This is an optimization exercise on Yosys and OpenROAD, whose aim is small area, a short achievable clock period and few clock cycles, not a production implementation.
Only simulation tests tie the RTL to the original design; equivalence was not proved.
No activity file was given, so power comes from the tool's default toggle rates.

[config.mk]
export PLATFORM = sky130hd
export DESIGN_NAME = bat_ss
export DESIGN_NICKNAME = bat_ss
export VERILOG_FILES = /design/flow/design.v
export SDC_FILE = /design/flow/constraint.sdc
export NUM_CORES = 4
export LEC_CHECK = 0
export CAP_MARGIN = 20
export CORE_MARGIN = 2
export CORE_UTILIZATION = 65
export PLACE_DENSITY = 0.8
export SETUP_SLACK_MARGIN = 5
export SLEW_MARGIN = 20
[constraint.sdc]
create_clock -name core_clock -period 10.0 [get_ports {clk}]
set_input_delay 2.0000 -clock core_clock [delete_from_list [all_inputs] [get_ports {clk}]]
set_output_delay 2.0000 -clock core_clock [all_outputs]
set_load 0.01 [all_outputs]
[design.v]
module bat_ss (
    input  wire        clk,
    input  wire        rst,
    input  wire        start,
    input  wire [3:0]  cfg_bits_in_m1,
    input  wire [3:0]  cfg_bits_out_m1,
    input  wire [7:0]  cfg_samples_m1,
    input  wire [7:0]  cfg_before,
    input  wire [7:0]  cfg_after,
    input  wire [3:0]  cfg_in_align_repeat,
    input  wire [3:0]  cfg_in_align_bits_m1,
    input  wire [3:0]  cfg_out_align_repeat,
    input  wire [3:0]  cfg_out_align_bits_m1,
    input  wire [15:0] cfg_repeat,
    input  wire        in_valid,
    input  wire        in_eod,
    input  wire [7:0]  in_data,
    output wire        in_ready,
    output wire        out_valid,
    output wire [7:0]  out_data,
    input  wire        out_ready,
    output wire        busy,
    output reg         ended_eod
);
    localparam [1:0] P_IDLE = 2'd0,
                     P_SAMP = 2'd1,    
                     P_WEND = 2'd2,    
                     P_END  = 2'd3;    
    reg [1:0]  phase;
    reg [3:0]  a_m1;
    reg [3:0]  c_m1;
    reg [7:0]  smp_m1;
    reg [7:0]  bits_before;
    reg [7:0]  bits_after;
    reg [3:0]  in_n;
    reg [3:0]  in_u_m1;
    reg [3:0]  out_m;
    reg [3:0]  out_u_m1;
    reg [3:0]  kmod_r;        
    reg [4:0]  ak_r;          
    reg [3:0]  in_cd;
    reg [3:0]  out_cd;
    reg [15:0] rep_left;      
    reg        wev_d;         
    reg [7:0]  smp_left;      
    reg [8:0]  need;          
    reg [22:0] acc;
    reg [4:0]  n;
    reg        s_v, s_smp, s_pad;
    reg [15:0] s_l;           
    reg        q_v, q_smp, q_pad;
    reg [15:0] q_l;           
    reg [31:0] em;
    reg [5:0]  em_n;
    wire [4:0] a5 = {1'b0, a_m1} + 5'd1;
    wire [4:0] c5 = {1'b0, c_m1} + 5'd1;
    wire [4:0] u5 = {1'b0, in_u_m1} + 5'd1;
    wire [4:0] v5 = {1'b0, out_u_m1} + 5'd1;
    function [15:0] topmask;
        input [3:0] w_m1;
        integer i;
        begin
            for (i = 0; i < 16; i = i + 1)
                topmask[15 - i] = (i <= w_m1);
        end
    endfunction
    wire [15:0] tm_a = topmask(a_m1);
    wire [15:0] tm_c = topmask(c_m1);
    function [3:0] kmod;
        input [3:0] am1;
        input [3:0] cm1;
        begin
            case ({am1, cm1})
            8'h00: kmod = 4'd0;
            8'h01: kmod = 4'd0;
            8'h02: kmod = 4'd0;
            8'h03: kmod = 4'd0;
            8'h04: kmod = 4'd0;
            8'h05: kmod = 4'd0;
            8'h06: kmod = 4'd0;
            8'h07: kmod = 4'd0;
            8'h08: kmod = 4'd0;
            8'h09: kmod = 4'd0;
            8'h0a: kmod = 4'd0;
            8'h0b: kmod = 4'd0;
            8'h0c: kmod = 4'd0;
            8'h0d: kmod = 4'd0;
            8'h0e: kmod = 4'd0;
            8'h0f: kmod = 4'd0;
            8'h10: kmod = 4'd1;
            8'h11: kmod = 4'd0;
            8'h12: kmod = 4'd1;
            8'h13: kmod = 4'd0;
            8'h14: kmod = 4'd1;
            8'h15: kmod = 4'd0;
            8'h16: kmod = 4'd1;
            8'h17: kmod = 4'd0;
            8'h18: kmod = 4'd1;
            8'h19: kmod = 4'd0;
            8'h1a: kmod = 4'd1;
            8'h1b: kmod = 4'd0;
            8'h1c: kmod = 4'd1;
            8'h1d: kmod = 4'd0;
            8'h1e: kmod = 4'd1;
            8'h1f: kmod = 4'd0;
            8'h20: kmod = 4'd1;
            8'h21: kmod = 4'd2;
            8'h22: kmod = 4'd0;
            8'h23: kmod = 4'd1;
            8'h24: kmod = 4'd2;
            8'h25: kmod = 4'd0;
            8'h26: kmod = 4'd1;
            8'h27: kmod = 4'd2;
            8'h28: kmod = 4'd0;
            8'h29: kmod = 4'd1;
            8'h2a: kmod = 4'd2;
            8'h2b: kmod = 4'd0;
            8'h2c: kmod = 4'd1;
            8'h2d: kmod = 4'd2;
            8'h2e: kmod = 4'd0;
            8'h2f: kmod = 4'd1;
            8'h30: kmod = 4'd1;
            8'h31: kmod = 4'd2;
            8'h32: kmod = 4'd3;
            8'h33: kmod = 4'd0;
            8'h34: kmod = 4'd1;
            8'h35: kmod = 4'd2;
            8'h36: kmod = 4'd3;
            8'h37: kmod = 4'd0;
            8'h38: kmod = 4'd1;
            8'h39: kmod = 4'd2;
            8'h3a: kmod = 4'd3;
            8'h3b: kmod = 4'd0;
            8'h3c: kmod = 4'd1;
            8'h3d: kmod = 4'd2;
            8'h3e: kmod = 4'd3;
            8'h3f: kmod = 4'd0;
            8'h40: kmod = 4'd1;
            8'h41: kmod = 4'd2;
            8'h42: kmod = 4'd3;
            8'h43: kmod = 4'd4;
            8'h44: kmod = 4'd0;
            8'h45: kmod = 4'd1;
            8'h46: kmod = 4'd2;
            8'h47: kmod = 4'd3;
            8'h48: kmod = 4'd4;
            8'h49: kmod = 4'd0;
            8'h4a: kmod = 4'd1;
            8'h4b: kmod = 4'd2;
            8'h4c: kmod = 4'd3;
            8'h4d: kmod = 4'd4;
            8'h4e: kmod = 4'd0;
            8'h4f: kmod = 4'd1;
            8'h50: kmod = 4'd1;
            8'h51: kmod = 4'd2;
            8'h52: kmod = 4'd3;
            8'h53: kmod = 4'd4;
            8'h54: kmod = 4'd5;
            8'h55: kmod = 4'd0;
            8'h56: kmod = 4'd1;
            8'h57: kmod = 4'd2;
            8'h58: kmod = 4'd3;
            8'h59: kmod = 4'd4;
            8'h5a: kmod = 4'd5;
            8'h5b: kmod = 4'd0;
            8'h5c: kmod = 4'd1;
            8'h5d: kmod = 4'd2;
            8'h5e: kmod = 4'd3;
            8'h5f: kmod = 4'd4;
            8'h60: kmod = 4'd1;
            8'h61: kmod = 4'd2;
            8'h62: kmod = 4'd3;
            8'h63: kmod = 4'd4;
            8'h64: kmod = 4'd5;
            8'h65: kmod = 4'd6;
            8'h66: kmod = 4'd0;
            8'h67: kmod = 4'd1;
            8'h68: kmod = 4'd2;
            8'h69: kmod = 4'd3;
            8'h6a: kmod = 4'd4;
            8'h6b: kmod = 4'd5;
            8'h6c: kmod = 4'd6;
            8'h6d: kmod = 4'd0;
            8'h6e: kmod = 4'd1;
            8'h6f: kmod = 4'd2;
            8'h70: kmod = 4'd1;
            8'h71: kmod = 4'd2;
            8'h72: kmod = 4'd3;
            8'h73: kmod = 4'd4;
            8'h74: kmod = 4'd5;
            8'h75: kmod = 4'd6;
            8'h76: kmod = 4'd7;
            8'h77: kmod = 4'd0;
            8'h78: kmod = 4'd1;
            8'h79: kmod = 4'd2;
            8'h7a: kmod = 4'd3;
            8'h7b: kmod = 4'd4;
            8'h7c: kmod = 4'd5;
            8'h7d: kmod = 4'd6;
            8'h7e: kmod = 4'd7;
            8'h7f: kmod = 4'd0;
            8'h80: kmod = 4'd1;
            8'h81: kmod = 4'd2;
            8'h82: kmod = 4'd3;
            8'h83: kmod = 4'd4;
            8'h84: kmod = 4'd5;
            8'h85: kmod = 4'd6;
            8'h86: kmod = 4'd7;
            8'h87: kmod = 4'd8;
            8'h88: kmod = 4'd0;
            8'h89: kmod = 4'd1;
            8'h8a: kmod = 4'd2;
            8'h8b: kmod = 4'd3;
            8'h8c: kmod = 4'd4;
            8'h8d: kmod = 4'd5;
            8'h8e: kmod = 4'd6;
            8'h8f: kmod = 4'd7;
            8'h90: kmod = 4'd1;
            8'h91: kmod = 4'd2;
            8'h92: kmod = 4'd3;
            8'h93: kmod = 4'd4;
            8'h94: kmod = 4'd5;
            8'h95: kmod = 4'd6;
            8'h96: kmod = 4'd7;
            8'h97: kmod = 4'd8;
            8'h98: kmod = 4'd9;
            8'h99: kmod = 4'd0;
            8'h9a: kmod = 4'd1;
            8'h9b: kmod = 4'd2;
            8'h9c: kmod = 4'd3;
            8'h9d: kmod = 4'd4;
            8'h9e: kmod = 4'd5;
            8'h9f: kmod = 4'd6;
            8'ha0: kmod = 4'd1;
            8'ha1: kmod = 4'd2;
            8'ha2: kmod = 4'd3;
            8'ha3: kmod = 4'd4;
            8'ha4: kmod = 4'd5;
            8'ha5: kmod = 4'd6;
            8'ha6: kmod = 4'd7;
            8'ha7: kmod = 4'd8;
            8'ha8: kmod = 4'd9;
            8'ha9: kmod = 4'd10;
            8'haa: kmod = 4'd0;
            8'hab: kmod = 4'd1;
            8'hac: kmod = 4'd2;
            8'had: kmod = 4'd3;
            8'hae: kmod = 4'd4;
            8'haf: kmod = 4'd5;
            8'hb0: kmod = 4'd1;
            8'hb1: kmod = 4'd2;
            8'hb2: kmod = 4'd3;
            8'hb3: kmod = 4'd4;
            8'hb4: kmod = 4'd5;
            8'hb5: kmod = 4'd6;
            8'hb6: kmod = 4'd7;
            8'hb7: kmod = 4'd8;
            8'hb8: kmod = 4'd9;
            8'hb9: kmod = 4'd10;
            8'hba: kmod = 4'd11;
            8'hbb: kmod = 4'd0;
            8'hbc: kmod = 4'd1;
            8'hbd: kmod = 4'd2;
            8'hbe: kmod = 4'd3;
            8'hbf: kmod = 4'd4;
            8'hc0: kmod = 4'd1;
            8'hc1: kmod = 4'd2;
            8'hc2: kmod = 4'd3;
            8'hc3: kmod = 4'd4;
            8'hc4: kmod = 4'd5;
            8'hc5: kmod = 4'd6;
            8'hc6: kmod = 4'd7;
            8'hc7: kmod = 4'd8;
            8'hc8: kmod = 4'd9;
            8'hc9: kmod = 4'd10;
            8'hca: kmod = 4'd11;
            8'hcb: kmod = 4'd12;
            8'hcc: kmod = 4'd0;
            8'hcd: kmod = 4'd1;
            8'hce: kmod = 4'd2;
            8'hcf: kmod = 4'd3;
            8'hd0: kmod = 4'd1;
            8'hd1: kmod = 4'd2;
            8'hd2: kmod = 4'd3;
            8'hd3: kmod = 4'd4;
            8'hd4: kmod = 4'd5;
            8'hd5: kmod = 4'd6;
            8'hd6: kmod = 4'd7;
            8'hd7: kmod = 4'd8;
            8'hd8: kmod = 4'd9;
            8'hd9: kmod = 4'd10;
            8'hda: kmod = 4'd11;
            8'hdb: kmod = 4'd12;
            8'hdc: kmod = 4'd13;
            8'hdd: kmod = 4'd0;
            8'hde: kmod = 4'd1;
            8'hdf: kmod = 4'd2;
            8'he0: kmod = 4'd1;
            8'he1: kmod = 4'd2;
            8'he2: kmod = 4'd3;
            8'he3: kmod = 4'd4;
            8'he4: kmod = 4'd5;
            8'he5: kmod = 4'd6;
            8'he6: kmod = 4'd7;
            8'he7: kmod = 4'd8;
            8'he8: kmod = 4'd9;
            8'he9: kmod = 4'd10;
            8'hea: kmod = 4'd11;
            8'heb: kmod = 4'd12;
            8'hec: kmod = 4'd13;
            8'hed: kmod = 4'd14;
            8'hee: kmod = 4'd0;
            8'hef: kmod = 4'd1;
            8'hf0: kmod = 4'd1;
            8'hf1: kmod = 4'd2;
            8'hf2: kmod = 4'd3;
            8'hf3: kmod = 4'd4;
            8'hf4: kmod = 4'd5;
            8'hf5: kmod = 4'd6;
            8'hf6: kmod = 4'd7;
            8'hf7: kmod = 4'd8;
            8'hf8: kmod = 4'd9;
            8'hf9: kmod = 4'd10;
            8'hfa: kmod = 4'd11;
            8'hfb: kmod = 4'd12;
            8'hfc: kmod = 4'd13;
            8'hfd: kmod = 4'd14;
            8'hfe: kmod = 4'd15;
            8'hff: kmod = 4'd0;
            default: kmod = 4'd0;
            endcase
        end
    endfunction
    localparam [1:0] E_AMOD = 2'd0, E_XSUM = 2'd1, E_NMUL = 2'd2, E_DONE = 2'd3;
    reg [1:0]  e_ph;
    reg [3:0]  e_j;           
    reg [1:0]  e_k;           
    reg [3:0]  ri, ro;        
    reg [3:0]  yi, yo;        
    wire       e_done = (e_ph == E_DONE);
    function [3:0] modadd;
        input [4:0] t;        
        input [4:0] u;
        begin
            modadd = (t >= u) ? t - u : t;
        end
    endfunction
    wire       e_dbl   = (e_ph != E_XSUM || e_k == 2'd0) && !(e_ph == E_NMUL && e_k == 2'd1);
    wire       e_xtail = (e_ph == E_XSUM) && (e_j == 4'd15);    
    reg        bi_i, bi_o;    
    reg        ya_i, ya_o;    
    always @(*) begin
        bi_i = 1'b0; bi_o = 1'b0; ya_i = 1'b0; ya_o = 1'b0;
        case (e_ph)
        E_AMOD: begin
            bi_i = a5[e_j[2:0]];
            bi_o = c5[e_j[2:0]];
        end
        E_XSUM: begin
            if (e_xtail) begin
                ya_i = 1'b1;
                ya_o = 1'b1;
            end else if (e_k == 2'd0) begin
                bi_i = bits_before[e_j[2:0]];
            end else if (e_k == 2'd1) begin
                bi_i = bits_after[e_j[2:0]];
            end else begin
                ya_i = smp_m1[e_j[2:0]];
                ya_o = smp_m1[e_j[2:0]];
            end
        end
        default: begin
            ya_i = (e_k == 2'd1) && in_n[e_j[1:0]];
            ya_o = (e_k == 2'd1) && out_m[e_j[1:0]];
        end
        endcase
    end
    wire [4:0] ti = (e_dbl && !e_xtail ? {ri, 1'b0} : {1'b0, ri}) + (ya_i ? {1'b0, yi} : {4'd0, bi_i});
    wire [4:0] to = (e_dbl && !e_xtail ? {ro, 1'b0} : {1'b0, ro}) + (ya_o ? {1'b0, yo} : {4'd0, bi_o});
    wire [3:0] ri_nx = modadd(ti, u5);
    wire [3:0] ro_nx = modadd(to, v5);
    wire [4:0] in_pad  = (ri == 4'd0) ? 5'd0 : u5 - {1'b0, ri};
    wire [4:0] out_pad = (ro == 4'd0) ? 5'd0 : v5 - {1'b0, ro};
    wire [5:0] room_lim = 6'd31 - {2'd0, c_m1};           
    wire       room     = (em_n <= room_lim);
    wire       q_acc    = q_v && (!q_smp || room);
    wire       en_b     = !q_v || q_acc;
    wire       en_a     = !s_v || en_b;
    wire       fl       = (phase == P_END) && !s_v && !q_v;
    wire       em_ge8   = (em_n >= 6'd8);
    assign out_valid = em_ge8 || (fl && (em_n != 6'd0));
    assign out_data  = em[31:24];
    wire       drain    = out_valid && out_ready;
    wire [47:0] ins_sh  = {q_l, 32'd0} >> em_n;
    wire [31:0] em_ins  = em | ((q_acc && q_smp) ? ins_sh[47:16] : 32'd0);
    wire [5:0]  em_nadd = em_n + (q_acc && q_smp ? {2'd0, c_m1} + 6'd1 : 6'd0) +
                                 (q_acc && q_pad ? {1'b0, out_pad} : 6'd0);
    wire [5:0]  em_nsub = em_ge8 ? em_nadd - 6'd8 : 6'd0;
    reg  [15:0] e16;
    always @(*) begin
        case (a_m1)
        4'd0: e16 = {s_l[15], s_l[15], s_l[15], s_l[15], s_l[15], s_l[15], s_l[15], s_l[15], s_l[15], s_l[15], s_l[15], s_l[15], s_l[15], s_l[15], s_l[15], s_l[15]};
        4'd1: e16 = {s_l[15], s_l[14], s_l[15], s_l[14], s_l[15], s_l[14], s_l[15], s_l[14], s_l[15], s_l[14], s_l[15], s_l[14], s_l[15], s_l[14], s_l[15], s_l[14]};
        4'd2: e16 = {s_l[15], s_l[14], s_l[13], s_l[15], s_l[14], s_l[13], s_l[15], s_l[14], s_l[13], s_l[15], s_l[14], s_l[13], s_l[15], s_l[14], s_l[13], s_l[15]};
        4'd3: e16 = {s_l[15], s_l[14], s_l[13], s_l[12], s_l[15], s_l[14], s_l[13], s_l[12], s_l[15], s_l[14], s_l[13], s_l[12], s_l[15], s_l[14], s_l[13], s_l[12]};
        4'd4: e16 = {s_l[15], s_l[14], s_l[13], s_l[12], s_l[11], s_l[15], s_l[14], s_l[13], s_l[12], s_l[11], s_l[15], s_l[14], s_l[13], s_l[12], s_l[11], s_l[15]};
        4'd5: e16 = {s_l[15], s_l[14], s_l[13], s_l[12], s_l[11], s_l[10], s_l[15], s_l[14], s_l[13], s_l[12], s_l[11], s_l[10], s_l[15], s_l[14], s_l[13], s_l[12]};
        4'd6: e16 = {s_l[15], s_l[14], s_l[13], s_l[12], s_l[11], s_l[10], s_l[9], s_l[15], s_l[14], s_l[13], s_l[12], s_l[11], s_l[10], s_l[9], s_l[15], s_l[14]};
        4'd7: e16 = {s_l[15], s_l[14], s_l[13], s_l[12], s_l[11], s_l[10], s_l[9], s_l[8], s_l[15], s_l[14], s_l[13], s_l[12], s_l[11], s_l[10], s_l[9], s_l[8]};
        4'd8: e16 = {s_l[15], s_l[14], s_l[13], s_l[12], s_l[11], s_l[10], s_l[9], s_l[8], s_l[7], s_l[15], s_l[14], s_l[13], s_l[12], s_l[11], s_l[10], s_l[9]};
        4'd9: e16 = {s_l[15], s_l[14], s_l[13], s_l[12], s_l[11], s_l[10], s_l[9], s_l[8], s_l[7], s_l[6], s_l[15], s_l[14], s_l[13], s_l[12], s_l[11], s_l[10]};
        4'd10: e16 = {s_l[15], s_l[14], s_l[13], s_l[12], s_l[11], s_l[10], s_l[9], s_l[8], s_l[7], s_l[6], s_l[5], s_l[15], s_l[14], s_l[13], s_l[12], s_l[11]};
        4'd11: e16 = {s_l[15], s_l[14], s_l[13], s_l[12], s_l[11], s_l[10], s_l[9], s_l[8], s_l[7], s_l[6], s_l[5], s_l[4], s_l[15], s_l[14], s_l[13], s_l[12]};
        4'd12: e16 = {s_l[15], s_l[14], s_l[13], s_l[12], s_l[11], s_l[10], s_l[9], s_l[8], s_l[7], s_l[6], s_l[5], s_l[4], s_l[3], s_l[15], s_l[14], s_l[13]};
        4'd13: e16 = {s_l[15], s_l[14], s_l[13], s_l[12], s_l[11], s_l[10], s_l[9], s_l[8], s_l[7], s_l[6], s_l[5], s_l[4], s_l[3], s_l[2], s_l[15], s_l[14]};
        4'd14: e16 = {s_l[15], s_l[14], s_l[13], s_l[12], s_l[11], s_l[10], s_l[9], s_l[8], s_l[7], s_l[6], s_l[5], s_l[4], s_l[3], s_l[2], s_l[1], s_l[15]};
        4'd15: e16 = {s_l[15], s_l[14], s_l[13], s_l[12], s_l[11], s_l[10], s_l[9], s_l[8], s_l[7], s_l[6], s_l[5], s_l[4], s_l[3], s_l[2], s_l[1], s_l[0]};
        endcase
    end
    wire [15:0] r_l   = e16 & tm_c;
    wire [15:0] t_l   = ((s_l << kmod_r) | (s_l >> ak_r)) & tm_a;
    wire [15:0] t_lo  = {1'b0, t_l[14:0]};
    wire [15:0] s_lo  = {1'b0, s_l[14:0]};
    wire        t_ge  = (t_lo >= s_lo);
    wire        s_ge  = (s_lo >= t_lo);
    wire        inc   = !s_l[15] &&  t_l[15] && t_ge;
    wire        dec   =  s_l[15] && !t_l[15] && s_ge;
    wire [15:0] r_inc = ((r_l | ~tm_c) + 16'd1) & tm_c;
    wire [15:0] r_dec = (r_l - 16'd1) & tm_c;
    wire [15:0] q_nx  = inc ? r_inc : dec ? r_dec : r_l;
    wire       samp     = (phase == P_SAMP);
    wire       wend     = (phase == P_WEND);
    wire       ok0      = ({4'd0, n} >= need);
    wire       ok1      = ({4'd0, n} + 9'd8 >= need);
    wire       last     = (smp_left == 8'd0);
    wire       in_due   = (in_cd == 4'd1);
    wire       out_due  = (out_cd == 4'd1);
    wire       pad_wait = !e_done && (in_due || out_due) && (wend || (samp && last));
    wire       run_a    = en_a && !pad_wait && (samp || wend);
    assign in_ready  = run_a && !ok0;
    wire       take     = in_ready && in_valid;
    wire       take_d   = take && !in_eod;
    wire       go       = run_a && (ok0 || (take_d && ok1));
    wire [8:0] pskip    = need - (samp ? {4'd0, a5} : 9'd0);
    wire [4:0]  top     = n + 5'd8 - pskip[4:0];
    wire [46:0] xw      = {acc, in_data, 16'd0} >> top;
    wire [15:0] smp_l   = xw[15:0] & tm_a;
    wire       ext      = go && samp;
    wire [8:0] sk1      = {1'b0, bits_after} + (in_due ? {4'd0, in_pad} : 9'd0);
    wire       sk1_z    = (bits_after == 8'd0) && !(in_due && ri != 4'd0);
    wire       wev      = (ext && last && sk1_z) || (go && wend);
    wire       rep_end  = wev_d ? (rep_left == 16'd2) : (rep_left == 16'd1);
    wire [4:0] n_t0     = n;
    wire [4:0] n_t1     = n + 5'd8;
    wire       cov0     = ({4'd0, n_t0} >= pskip);
    wire       cov1     = ({4'd0, n_t1} >= pskip);
    wire [4:0] n_dr0    = cov0 ? n_t0 - pskip[4:0] : 5'd0;
    wire [4:0] n_dr1    = cov1 ? n_t1 - pskip[4:0] : 5'd0;
    wire [8:0] nd_dr0   = cov0 ? {4'd0, a5} : need - {4'd0, n_t0};
    wire [8:0] nd_dr1   = cov1 ? {4'd0, a5} : need - {4'd0, n_t1};
    wire [4:0] n_go     = (take_d ? n_t1 : n_t0) - need[4:0];
    always @(posedge clk) begin
        if (rst) begin
            phase     <= P_IDLE;
            ended_eod <= 1'b0;
            s_v       <= 1'b0;
            q_v       <= 1'b0;
            em_n      <= 6'd0;
            n         <= 5'd0;
        end else begin
            em   <= drain ? {em_ins[23:0], 8'd0} : em_ins;
            em_n <= drain ? em_nsub : em_nadd;
            if (en_b) begin
                q_v   <= s_v;
                q_smp <= s_smp;
                q_pad <= s_pad;
                q_l   <= q_nx;
            end
            if (!e_done) begin
                ri <= ri_nx;
                ro <= ro_nx;
                case (e_ph)
                E_AMOD: begin
                    e_j <= e_j - 4'd1;
                    if (e_j == 4'd0) begin
                        yi   <= ri_nx;
                        yo   <= ro_nx;
                        ri   <= 4'd0;
                        ro   <= 4'd0;
                        e_j  <= 4'd7;
                        e_k  <= 2'd0;
                        e_ph <= E_XSUM;
                    end
                end
                E_XSUM: begin
                    e_k <= (e_k == 2'd2) ? 2'd0 : e_k + 2'd1;
                    if (e_k == 2'd2)
                        e_j <= e_j - 4'd1;           
                    if (e_xtail) begin
                        yi   <= ri_nx;
                        yo   <= ro_nx;
                        ri   <= 4'd0;
                        ro   <= 4'd0;
                        e_j  <= 4'd3;
                        e_k  <= 2'd0;
                        e_ph <= E_NMUL;
                    end
                end
                default: begin
                    e_k <= e_k + 2'd1;
                    if (e_k == 2'd1) begin
                        e_k <= 2'd0;
                        e_j <= e_j - 4'd1;
                        if (e_j == 4'd0)
                            e_ph <= E_DONE;
                    end
                end
                endcase
            end
            if (take_d)
                acc <= {acc[14:0], in_data};
            if (en_a) begin
                s_v   <= 1'b0;
                s_smp <= 1'b0;
                s_pad <= 1'b0;
                s_l   <= smp_l;
            end
            if (wev_d) begin
                wev_d <= 1'b0;
                if (rep_left != 16'd0)
                    rep_left <= rep_left - 16'd1;
            end
            case (phase)
            P_IDLE: begin
                if (start) begin
                    a_m1        <= cfg_bits_in_m1;
                    c_m1        <= cfg_bits_out_m1;
                    smp_m1      <= cfg_samples_m1;
                    bits_before <= cfg_before;
                    bits_after  <= cfg_after;
                    in_n        <= cfg_in_align_repeat;
                    in_u_m1     <= cfg_in_align_bits_m1;
                    out_m       <= cfg_out_align_repeat;
                    out_u_m1    <= cfg_out_align_bits_m1;
                    kmod_r      <= kmod(cfg_bits_in_m1, cfg_bits_out_m1);
                    ak_r        <= {1'b0, cfg_bits_in_m1} + 5'd1 - {1'b0, kmod(cfg_bits_in_m1, cfg_bits_out_m1)};
                    in_cd       <= cfg_in_align_repeat;
                    out_cd      <= cfg_out_align_repeat;
                    rep_left    <= cfg_repeat;
                    wev_d       <= 1'b0;
                    smp_left    <= cfg_samples_m1;
                    need        <= {1'b0, cfg_before} + {5'd0, cfg_bits_in_m1} + 9'd1;
                    n           <= 5'd0;
                    em          <= 32'd0;
                    e_ph        <= E_AMOD;
                    e_j         <= 4'd4;
                    ri          <= 4'd0;
                    ro          <= 4'd0;
                    phase       <= P_SAMP;
                end
            end
            P_SAMP, P_WEND: begin
                if (take && in_eod) begin
                    ended_eod <= 1'b1;
                    phase     <= P_END;
                end else if (go) begin
                    n <= n_go;
                    if (samp) begin
                        need     <= {4'd0, a5};
                        s_v      <= 1'b1;
                        s_smp    <= 1'b1;
                        smp_left <= smp_left - 8'd1;
                        if (last && !sk1_z) begin
                            need  <= sk1;
                            phase <= P_WEND;
                        end
                    end
                end else if (run_a) begin
                    n    <= take_d ? n_dr1 : n_dr0;
                    need <= take_d ? nd_dr1 : nd_dr0;
                end
                if (wev) begin
                    if (out_due) begin
                        s_pad <= 1'b1;
                        if (!ext)
                            s_v <= (ro != 4'd0);
                    end
                    if (in_due)
                        in_cd <= in_n;
                    else if (in_cd != 4'd0)
                        in_cd <= in_cd - 4'd1;
                    if (out_due)
                        out_cd <= out_m;
                    else if (out_cd != 4'd0)
                        out_cd <= out_cd - 4'd1;
                    if (rep_end) begin
                        ended_eod <= 1'b0;
                        phase     <= P_END;
                    end else begin
                        wev_d    <= 1'b1;
                        smp_left <= smp_m1;
                        need     <= {1'b0, bits_before} + {4'd0, a5};
                        phase    <= P_SAMP;
                    end
                end
            end
            default: begin   
                if (!s_v && !q_v && (em_n == 6'd0 || (em_n <= 6'd8 && drain)))
                    phase <= P_IDLE;
            end
            endcase
        end
    end
    assign busy = (phase != P_IDLE);
endmodule
[run.sh]
#!/bin/bash
# synth_recipe.tcl (not shown) runs the flow's synth.tcl, then flattens the netlist and writes it again
# the make line also repeats each setting of config.mk as NAME=value (left out here)
make -C /OpenROAD-flow-scripts/flow DESIGN_CONFIG=/design/flow/config.mk WORK_HOME=/design/flow/orfs CLKGATE_MAP_FILE= SYNTH_SCRIPT=/design/flow/synth_recipe.tcl finish
==> summary.txt, run 1 <==
STA
  – Setup skew after layout: 0.0312 ns
  – Unrepaired setup endpoints after global routing: true
  – Maximum frequency from static timing analysis: 205 MHz
  – Max-slew headroom: 30.2%
  – Post-Route Setup TNS: 0 ns
  – Period utilisation layout: 48.7%
  – Final hold viol count: 0
  – Count of final max-slew check failures: 0
  – Actual transition at the worst max-transition pin: 1.04 ns
  – Final hold slack: 0.447 ns
  – Setup violations, final: 0
  – Min Tclk post-route: 4.87 ns

Drt
  – Routed WL per cell: 21.2 µm
  – Wire length after detailed routing: 61400 µm
  – Total iterations of the first detailed-routing run: 6
  – Via total after detailed routing: 19800
  – Antenna-violating nets left: 0
  – Routed vias/inst: 6.82
  – Violation count after the first detailed-route iteration: 2323
  – Number of design rule violations left after detail routing: 0

Global routing
  – All-Layer GR Usage: 34.5%
  – Remaining global-route overflow: 0
  – Largest net degree at the start of global routing: 68
  – Number of antenna violations at the first check in global routing: 0
  – First-pass GRT wire length: 95300 µm
  – Via count of the first global-routing pass: 18600

Final layout
  – Signed area change from the synthesized netlist to the final layout: 11.9%
  – Fraction of layout cells with a size suffix above 1: 11.4%
  – Antenna diode count: 0
  – Fin cells: 2900
  – # nets final: 2666
  – Final instance area: 24000 µm²
  – Fillcell total: 2392

Yosys
  – Portion of synthesized cell area occupied by the leading cell type: 29.9%
  – Post-synth ARST share: 0%
  – Mean instance size in the synthesized netlist: 8.94 µm²
  – Mapped Area: 21500 µm²
  – Number of distinct library cells after synthesis: 101
  – Largest cells by area after synthesis: sky130_fd_sc_hd__edfxtp_1 30%, sky130_fd_sc_hd__ha_1 7.6%, sky130_fd_sc_hd__mux2i_1 4.8%
  – Synthesized instance count: 2403
  – Seq/Total Area, Yosys: 31.4%
  – Dominant cell type by area after synthesis: sky130_fd_sc_hd__edfxtp_1
  – Most frequent cells after synthesis: 252 x sky130_fd_sc_hd__nand2_1, 214 x sky130_fd_sc_hd__edfxtp_1, 209 x sky130_fd_sc_hd__nor2_1
  – Leading cell type by number of instances after synthesis: sky130_fd_sc_hd__nand2_1
  – Number of nets in the synthesized netlist: 2632
  – Most frequently used flop master after synthesis: sky130_fd_sc_hd__edfxtp_1
  – YS warnings: 1
  – Number of enable flip-flop cells after synthesis: 214
  – Synthesized flop and latch total: 230

Pwr
  – Leakage component of the power: 9.46 nW
  – Power density normalized to cell area: 321 nW/µm²
  – Overall power after layout: 7.73 mW
  – Worst voltage drop across the vdd grid: 247 µV

Placed design
  – Number of buffers added on ports: 89
  – Detailed-placement wirelength estimate: 43700 µm
  – Routability-driven placement congestion ratio: 1.04
  – Area of placed instances: 22400 µm²
  – Count of placed standard cells including taps: 2802

Setup path
  – Worst setup slack for register-to-register paths: 5.13 ns
  – CP max-delay cell: sky130_fd_sc_hd__fa_2
  – Worst-path fanout max: 14
  – CP cell instances: buf_12 -> mux4_2 -> mux2i_1 -> nor2b_1 -> o21ai_1 -> o21ai_2 -> a22oi_1 -> o31ai_1 -> ha_2 -> fa_2 -> ha_1 -> a21o_1 -> a21o_1 -> a31o_2 -> a21o_1 -> a21o_4 -> mux2_2 -> a22oi_1 -> nor2_1
  – Setup Crit Path Kind: reg -> reg
  – Crit path largest cell delay: 0.57 ns
  – Critical path launch point type: flip-flop
  – Required time reported for the critical path endpoint: 10.30 ns
  – Data arrival time of the critical path: 5.16 ns
  – CP Capture Type: flip-flop
  – Cell with the most instances on the worst path: sky130_fd_sc_hd__a21o_1

Floorplanning
  – Boundary Pins: 90
  – Core Area: 32500 µm²
  – Initial cell density of the core: 66.0%
  – Area of the die: 34500 µm²
  – Rows: 66
  – Die Width: 186 µm
  – Vertical die dimension: 186 µm

CTS
  – Number of buffers between clock root and the deepest sink: 3
  – Clock tree from TritonCTS: yes
  – H-tree Lvls: 1
  – Count of hold-fix buffers inserted at cts: 0
  – Number of clock sinks: 230
  – Clock root buffer master: sky130_fd_sc_hd__clkbuf_16
  – Clock transition at the registers of the reported paths: 0.07 ns
  – Clock Latency Late Sink: 0.57 ns
  – Total CTS buffers: 27

Run
  – Maximum Capacitance Violations: 0

Status
  – Result of the run: finished clean

Worst hold path
  – Worst min-delay path class: reg -> reg
==> cells by family (layout without fill, tap and decap cells) <==
group | after synthesis | after routing | synth area share (%)
XOR/XNOR | 98 | 98 | 4.00
multiplexers | 176 | 176 | 10.8
AND/OR/NAND/NOR | 767 | 767 | 17.0
buffers and inverters | 286 | 341 | 5.46
flip-flops | 230 | 230 | 31.4
AO/OA/AOI/OAI | 694 | 694 | 21.7
adder cells (fa/ha/maj) | 152 | 152 | 9.54
==> registers in the layout, summed over array words and instances (netlist names), 6 cells and up <==
register     flops
em              32
em_n             6
smp_left         8
bits_before      8
q_l             16
need             9
rep_left        16
acc             23
s_l             16
bits_after       8
smp_m1           8
==> what timing repair did <==
item | 4_1_cts | 5_1_grt
gates resized for setup | 30 | 43
pin swaps | 3 | 8
endpoints found under the setup margin | 51 | 31
setup buffers | 21 | 26
==> area by class of cell <==
cell class | instances | area (µm²) | share of cell area [%]
repair buffers | 161 | 1500 | 6.23
clock buffers | 35 | 716 | 2.98
multi-input cells | 1887 | 13800 | 57.3
inverters | 130 | 492 | 2.05
well taps | 442 | 553 | 2.30
clock inverters | 15 | 246 | 1.03
flip-flops and latches | 230 | 6760 | 28.1
==> metrics by stage <==
step | setup WS, ns | utilization [%]
after floorplan | 5.07 | -
after global placement | 4.04 | 69.0
after detailed placement | 4.00 | 69.0
after CTS | 4.91 | 72.7
after global routing | 4.94 | 73.9
final | 5.13 | 73.9
==> worst max-delay path: cells and delay by family (launching register included) <==
family	cells	cell delay, ns
fa+ha+maj	3	1.07
simple gates	2	0.14
compound gates	10	1.85
buf+inv	1	0.17
flops	1	0.38
mux	3	1.00
==> placed cells by master (no fill, tap or decap), types with 27 or more instances in the layout <==
| cell | Yosys | layout |
|---|---|---|
| sky130_fd_sc_hd__xor2_1 | 39 | 37 |
| sky130_fd_sc_hd__a21oi_1 | 159 | 159 |
| sky130_fd_sc_hd__edfxtp_1 | 214 | 214 |
| sky130_fd_sc_hd__clkdlybuf4s50_1 | 0 | 83 |
| sky130_fd_sc_hd__clkbuf_16 | 0 | 27 |
| sky130_fd_sc_hd__a21o_1 | 44 | 43 |
| sky130_fd_sc_hd__mux4_2 | 42 | 42 |
| sky130_fd_sc_hd__xnor2_1 | 59 | 57 |
| sky130_fd_sc_hd__buf_4 | 14 | 62 |
| sky130_fd_sc_hd__nand2b_1 | 27 | 27 |
| sky130_fd_sc_hd__mux2_2 | 31 | 31 |
| sky130_fd_sc_hd__mux2i_1 | 103 | 102 |
| sky130_fd_sc_hd__o22ai_1 | 31 | 31 |
| sky130_fd_sc_hd__a211oi_1 | 48 | 48 |
| sky130_fd_sc_hd__a22oi_1 | 28 | 28 |
| sky130_fd_sc_hd__nand3_1 | 46 | 45 |
| sky130_fd_sc_hd__nor3_1 | 54 | 53 |
| sky130_fd_sc_hd__inv_1 | 125 | 121 |
| sky130_fd_sc_hd__nand2_1 | 252 | 251 |
| sky130_fd_sc_hd__ha_1 | 131 | 124 |
| sky130_fd_sc_hd__o21ai_0 | 157 | 153 |
| sky130_fd_sc_hd__nor2b_1 | 37 | 37 |
| sky130_fd_sc_hd__nor2_1 | 209 | 204 |
==> per-layer routing <==
layer	up-vias	global-route usage [%]	part of all wire, %
li1	9007	-	-
met1	9426	47.7	41
met2	1146	55.3	46
met3	195	5.71	10
met4	0	11.2	3.4
met5	-	0	0
==> worst paths after layout <==
kind,from,to,cells past startpoint
min,s_smp,q_smp,0
min reg2reg,s_smp,q_smp,0
max,e_j[0],ri[3],19
max reg2reg,e_j[0],ri[3],19
==> power by group <==
group	internal [mW]	switching, mW	total [mW]
sequential	1.46	0.361	1.82
clock	0.664	0.423	1.09
combinational	1.98	2.84	4.82
total	4.11	3.62	7.73
Testbench counts, summed over its fixed seeds: cycles 47,351.
==> run 2: changes to the inputs <==
--- a/config.mk
+++ b/config.mk
@@ -8,6 +8,6 @@
 export CAP_MARGIN = 20
 export CORE_MARGIN = 2
-export CORE_UTILIZATION = 65
-export PLACE_DENSITY = 0.8
+export CORE_UTILIZATION = 40
+export PLACE_DENSITY = 0.6
 export SETUP_SLACK_MARGIN = 5
 export SLEW_MARGIN = 20
==> run 2 against run 1 <==
- still clean
- setup slack worse by 0.039 ns
- final cell count is 8.7% higher
- utilization is 28 points lower
- clock skew is 0.0032 ns higher
- wire length is 4.7% higher
- hold slack better by 0.021 ns
- non-clock buffer count is 6 higher
- critical path type is now reg -> out
- largest power group unchanged
==> summary.txt, run 2 <==
Yosys
  – Synthesized flop and latch total: 230 (unchanged)
  – Number of distinct library cells after synthesis: 101 (unchanged)
  – YS warnings: 1 (unchanged)
  – Number of nets in the synthesized netlist: 2632 (unchanged)
  – Leading cell type by number of instances after synthesis: sky130_fd_sc_hd__nand2_1
  – Seq/Total Area, Yosys: 31.4% (unchanged)
  – Largest cells by area after synthesis: sky130_fd_sc_hd__edfxtp_1 30%, sky130_fd_sc_hd__ha_1 7.6%, sky130_fd_sc_hd__mux2i_1 4.8%
  – Number of enable flip-flop cells after synthesis: 214 (unchanged)
  – Portion of synthesized cell area occupied by the leading cell type: 29.9% (unchanged)
  – Mapped Area: 21500 µm² (unchanged)
  – Most frequently used flop master after synthesis: sky130_fd_sc_hd__edfxtp_1
  – Mean instance size in the synthesized netlist: 8.94 µm² (unchanged)
  – Dominant cell type by area after synthesis: sky130_fd_sc_hd__edfxtp_1
  – Post-synth ARST share: 0% (unchanged)
  – Most frequent cells after synthesis: 252 x sky130_fd_sc_hd__nand2_1, 214 x sky130_fd_sc_hd__edfxtp_1, 209 x sky130_fd_sc_hd__nor2_1
  – Synthesized instance count: 2403 (unchanged)

Final layout
  – Leading cell type in the layout, fill and taps excluded: sky130_fd_sc_hd__nand2_1
  – Number of flip-flops under the largest register name: 32 (unchanged)
  – Fillcell total: 5078 (+110%)
  – Fraction of layout cells with a size suffix above 1: 11.4% (-0.032 points)
  – Most frequent cells in the layout: 252 x sky130_fd_sc_hd__nand2_1, 214 x sky130_fd_sc_hd__edfxtp_1, 204 x sky130_fd_sc_hd__nor2_1
  – Largest Register: em
  – Registers with the highest flip-flop counts: em: 32 flops, acc: 23 flops
  – # nets final: 2673 (+0.26%)
  – Signed area change from the synthesized netlist to the final layout: 13.5%
  – Antenna diode count: 0 (unchanged)

Pwr
  – Clock network power share: 14.0% (about the same)
  – Power density normalized to cell area: 319 nW/µm² (-0.70%)
  – Switch share: 47.0% (+0.17 points)
  – Combinational group share of total power: 62.7% (+0.4 points)
  – Leakage component of the power: 9.47 nW (+0.15%)
  – Sequential share of power: 23.3% (-0.3 points)
  – Worst voltage drop across the vdd grid: 330 µV (+34%)
  – Sw Pwr: 3.66 mW (+1.1%)
  – Cell-internal power: 4.12 mW (+0.39%)

Drt
  – Routed vias/inst: 6.03 (-12%)
  – Via total after detailed routing: 19000 (-3.9%)
  – Number of design rule violations left after detail routing: 0 (unchanged)
  – Routed WL per cell: 20.4 µm (-3.7%)
  – Violation count after the first detailed-route iteration: 1815 (-22%)
  – Total iterations of the first detailed-routing run: 7 (+1)
  – Wire length after detailed routing: 64300 µm (+4.7%)
  – Antenna-violating nets left: 0 (unchanged)

Setup path
  – Setup Crit Path Kind: reg -> out
  – Required time reported for the critical path endpoint: 8.00 ns (-2.30 ns)
  – Bufs and invs on worst path: 2 (+1)
  – Cell family contributing the most delay on the critical path: flip-flops
  – CP Capture Type: output pin
  – Worst-path fanout max: 12 (-2)
  – Data arrival time of the critical path: 2.91 ns (-2.25 ns)
  – CP cell instances: ha_1 -> nor2b_1 -> o21a_1 -> o21ai_4 -> nand3_1 -> buf_4 -> nor2_1 -> dlygate4sd2_1
  – Crit path largest cell delay: 0.57 ns (about the same)
  – Critical path launch point type: flip-flop
  – CP max-delay cell: sky130_fd_sc_hd__edfxtp_1

Floorplanning
  – Rows: 84 (+27%)
  – Die Width: 236 µm (+27%)
  – Area of the die: 55600 µm² (+61%)
  – Initial cell density of the core: 40.6% (-25 points)
  – Boundary Pins: 90 (unchanged)
  – Core Area: 52900 µm² (+62%)
  – Vertical die dimension: 236 µm (+27%)

STA
  – Post-route worst setup slack: 5.09 ns (-0.0385 ns)
  – Setup skew after layout: 0.0344 ns (+0.00324 ns)
  – Setup violations, final: 0 (unchanged)
  – Post-Route Setup TNS: 0 ns (unchanged)
  – Min Tclk post-route: 4.91 ns (+0.0385 ns)
  – Unrepaired setup endpoints after global routing: true
  – Count of final max-slew check failures: 0 (unchanged)
  – Actual transition at the worst max-transition pin: 0.974 ns (-0.0702 ns)
  – Maximum frequency from static timing analysis: 204 MHz (-0.79%)
  – Period utilisation layout: 49.1% (+0.39 points)
  – Final hold viol count: 0 (unchanged)
  – Max-slew headroom: 35.1% (+4.9 points)

Status
  – Result of the run: finished clean

Global routing
  – Via count of the first global-routing pass: 18200 (-1.7%)
  – Remaining global-route overflow: 0 (unchanged)
  – Number of antenna violations at the first check in global routing: 0 (unchanged)
  – Largest net degree at the start of global routing: 70 (+2.9%)
  – All-Layer GR Usage: 22.4% (-12 points)
  – First-pass GRT wire length: 101000 µm (+6.5%)

CTS
  – H-tree Lvls: 1 (unchanged)
  – Clock Latency Late Sink: 0.60 ns (+0.03 ns)
  – Total CTS buffers: 28 (+3.7%)
  – Clock tree from TritonCTS: yes
  – Number of buffers between clock root and the deepest sink: 3 (unchanged)
  – Count of hold-fix buffers inserted at cts: 0 (unchanged)
  – Number of clock sinks: 230 (unchanged)
  – Clock transition at the registers of the reported paths: 0.06 ns (about the same)
  – Clock root buffer master: sky130_fd_sc_hd__clkbuf_16

Worst hold path
  – Worst min-delay path class: reg -> reg

Placed design
  – Number of buffers added on ports: 89 (unchanged)
  – Detailed-placement wirelength estimate: 46800 µm (+7.1%)
  – Routability-driven placement congestion ratio: 0.926 (-11%)
  – Post-placement setup slack: 3.92 ns (-0.0807 ns)

Run
  – Maximum Capacitance Violations: 0 (unchanged)
run 2: stage by stage:
step / hold slack [ns] / instances / instance area, µm² / util, % / power (mW)
floorplan: 0.426 / 2403 / 21500 / - / 5.25
global placement: 0.438 / 3053 / 22800 / 43.1 / 6.40
detailed placement: 0.436 / 3054 / 22800 / 43.1 / 6.49
CTS: 0.466 / 3122 / 24000 / 45.4 / 7.64
global route: 0.478 / 3153 / 24400 / 46.1 / 8.35
finish: 0.468 / 3153 / 24400 / 46.1 / 7.78
run 2: final timing paths:
check	from	to	slack [ns]	depth (start not counted)
setup / recovery	c_m1[1]	in_ready	5.09	8
hold / removal	s_pad	q_pad	0.47	0
setup reg to reg	phase[1]	need[0]	5.16	18
hold reg to reg	s_pad	q_pad	0.47	0
run 2: cell type report:
cell class                 instances  area [µm²]  share of cell area [%]
clock buffer                      32         716                    2.93
clock inverter                    19         253                    1.04
inverter                         130         492                    2.02
multi-input combinational       1887       13800                    56.4
sequential                       230        6760                    27.7
tap                              688         861                    3.53
timing repair buffer             167        1540                    6.33
run 2: logic make-up after synthesis:
family	count (synthesis)	synth area share (%)
XOR/XNOR	98	4.00
multiplexers	176	10.8
flip-flops	230	31.4
buffers and inverters	286	5.46
AO/OA/AOI/OAI	694	21.7
AND/OR/NAND/NOR	767	17.0
adder cells (fa/ha/maj)	152	9.54
run 2: layer usage:
metal	GRT usage, %	wire (µm)	up-vias
li1	-	-	9017
met1	31.0	28800	9182
met2	36.6	29700	707
met3	3.06	4320	100
met4	6.06	1560	0
met5	0	0	-
run 2: worst reg2reg max path, stage by stage (launching register included):
cell and delay (ns):
sky130_fd_sc_hd__dfxtp_1 0.36, sky130_fd_sc_hd__inv_1 0.10, sky130_fd_sc_hd__ha_1 0.38, sky130_fd_sc_hd__inv_1 0.20
sky130_fd_sc_hd__nor2_1 0.15, sky130_fd_sc_hd__ha_1 0.20, sky130_fd_sc_hd__inv_1 0.06, sky130_fd_sc_hd__fa_1 0.42
sky130_fd_sc_hd__a21o_1 0.18, sky130_fd_sc_hd__a21oi_1 0.18, sky130_fd_sc_hd__xor2_1 0.24, sky130_fd_sc_hd__ha_1 0.31
sky130_fd_sc_hd__a21oi_1 0.16, sky130_fd_sc_hd__o21ai_0 0.22, sky130_fd_sc_hd__a32oi_4 0.47, sky130_fd_sc_hd__or2_1 0.38
sky130_fd_sc_hd__a21oi_1 0.14, sky130_fd_sc_hd__a211o_1 0.25, sky130_fd_sc_hd__a31o_1 0.22
run 2: repair_timing:
action	4_1_cts	5_1_grt
setup buffers	17	30
pin swaps	1	6
endpoints found under the setup margin	37	39
resized for setup	23	46
run 2: power groups by stage:
| stage | clock [mW] | sequential [mW] | combinational (mW) |
|---|---|---|---|
| after floorplan | 0 | 1.63 | 3.62 |
| after global placement | 0 | 1.88 | 4.52 |
| after detailed placement | 0 | 1.89 | 4.60 |
| after CTS | 1.11 | 1.85 | 4.68 |
| after global routing | 1.15 | 1.84 | 5.35 |
| final | 1.09 | 1.81 | 4.88 |

==> re-timing with driven ports <==
The flow's constraints put no driver on any port. The routed layouts listed below were extracted and timed again, unchanged, in two steps.
Step 1 (the two cells are an assumption about what drives the block):
set clk [get_ports {clk}]
set_driving_cell -lib_cell sky130_fd_sc_hd__clkbuf_16 $clk
set_driving_cell -lib_cell sky130_fd_sc_hd__buf_2 [delete_from_list [all_inputs] $clk]
Step 2 times the ports against the registers' clock, not the clock port: input delays grow and output delays shrink by t, the midpoint of the rising clock arrivals with the driver on.
a / b / c = ideal / step 1 / step 2; a / b = the first two.
run | shift t [ns] | slack for setup (ns) | worst setup path after step 2 | slew at the worst register clock pin (ns) | worst slew at a driven data input, ns
run 1 | 0.607 | 5.133 / 5.133 / 4.626 | input to register | 0.07 / 0.07 | 0.05
run 2 | 0.640 | 5.094 / 5.041 / 4.692 | input to register | 0.06 / 0.06 | 0.06
After both steps setup and hold are still met in every run listed. For run 1, which loses most, drivers alone change the setup slack by 0.000 ns; drivers and shift together by -0.507 ns.
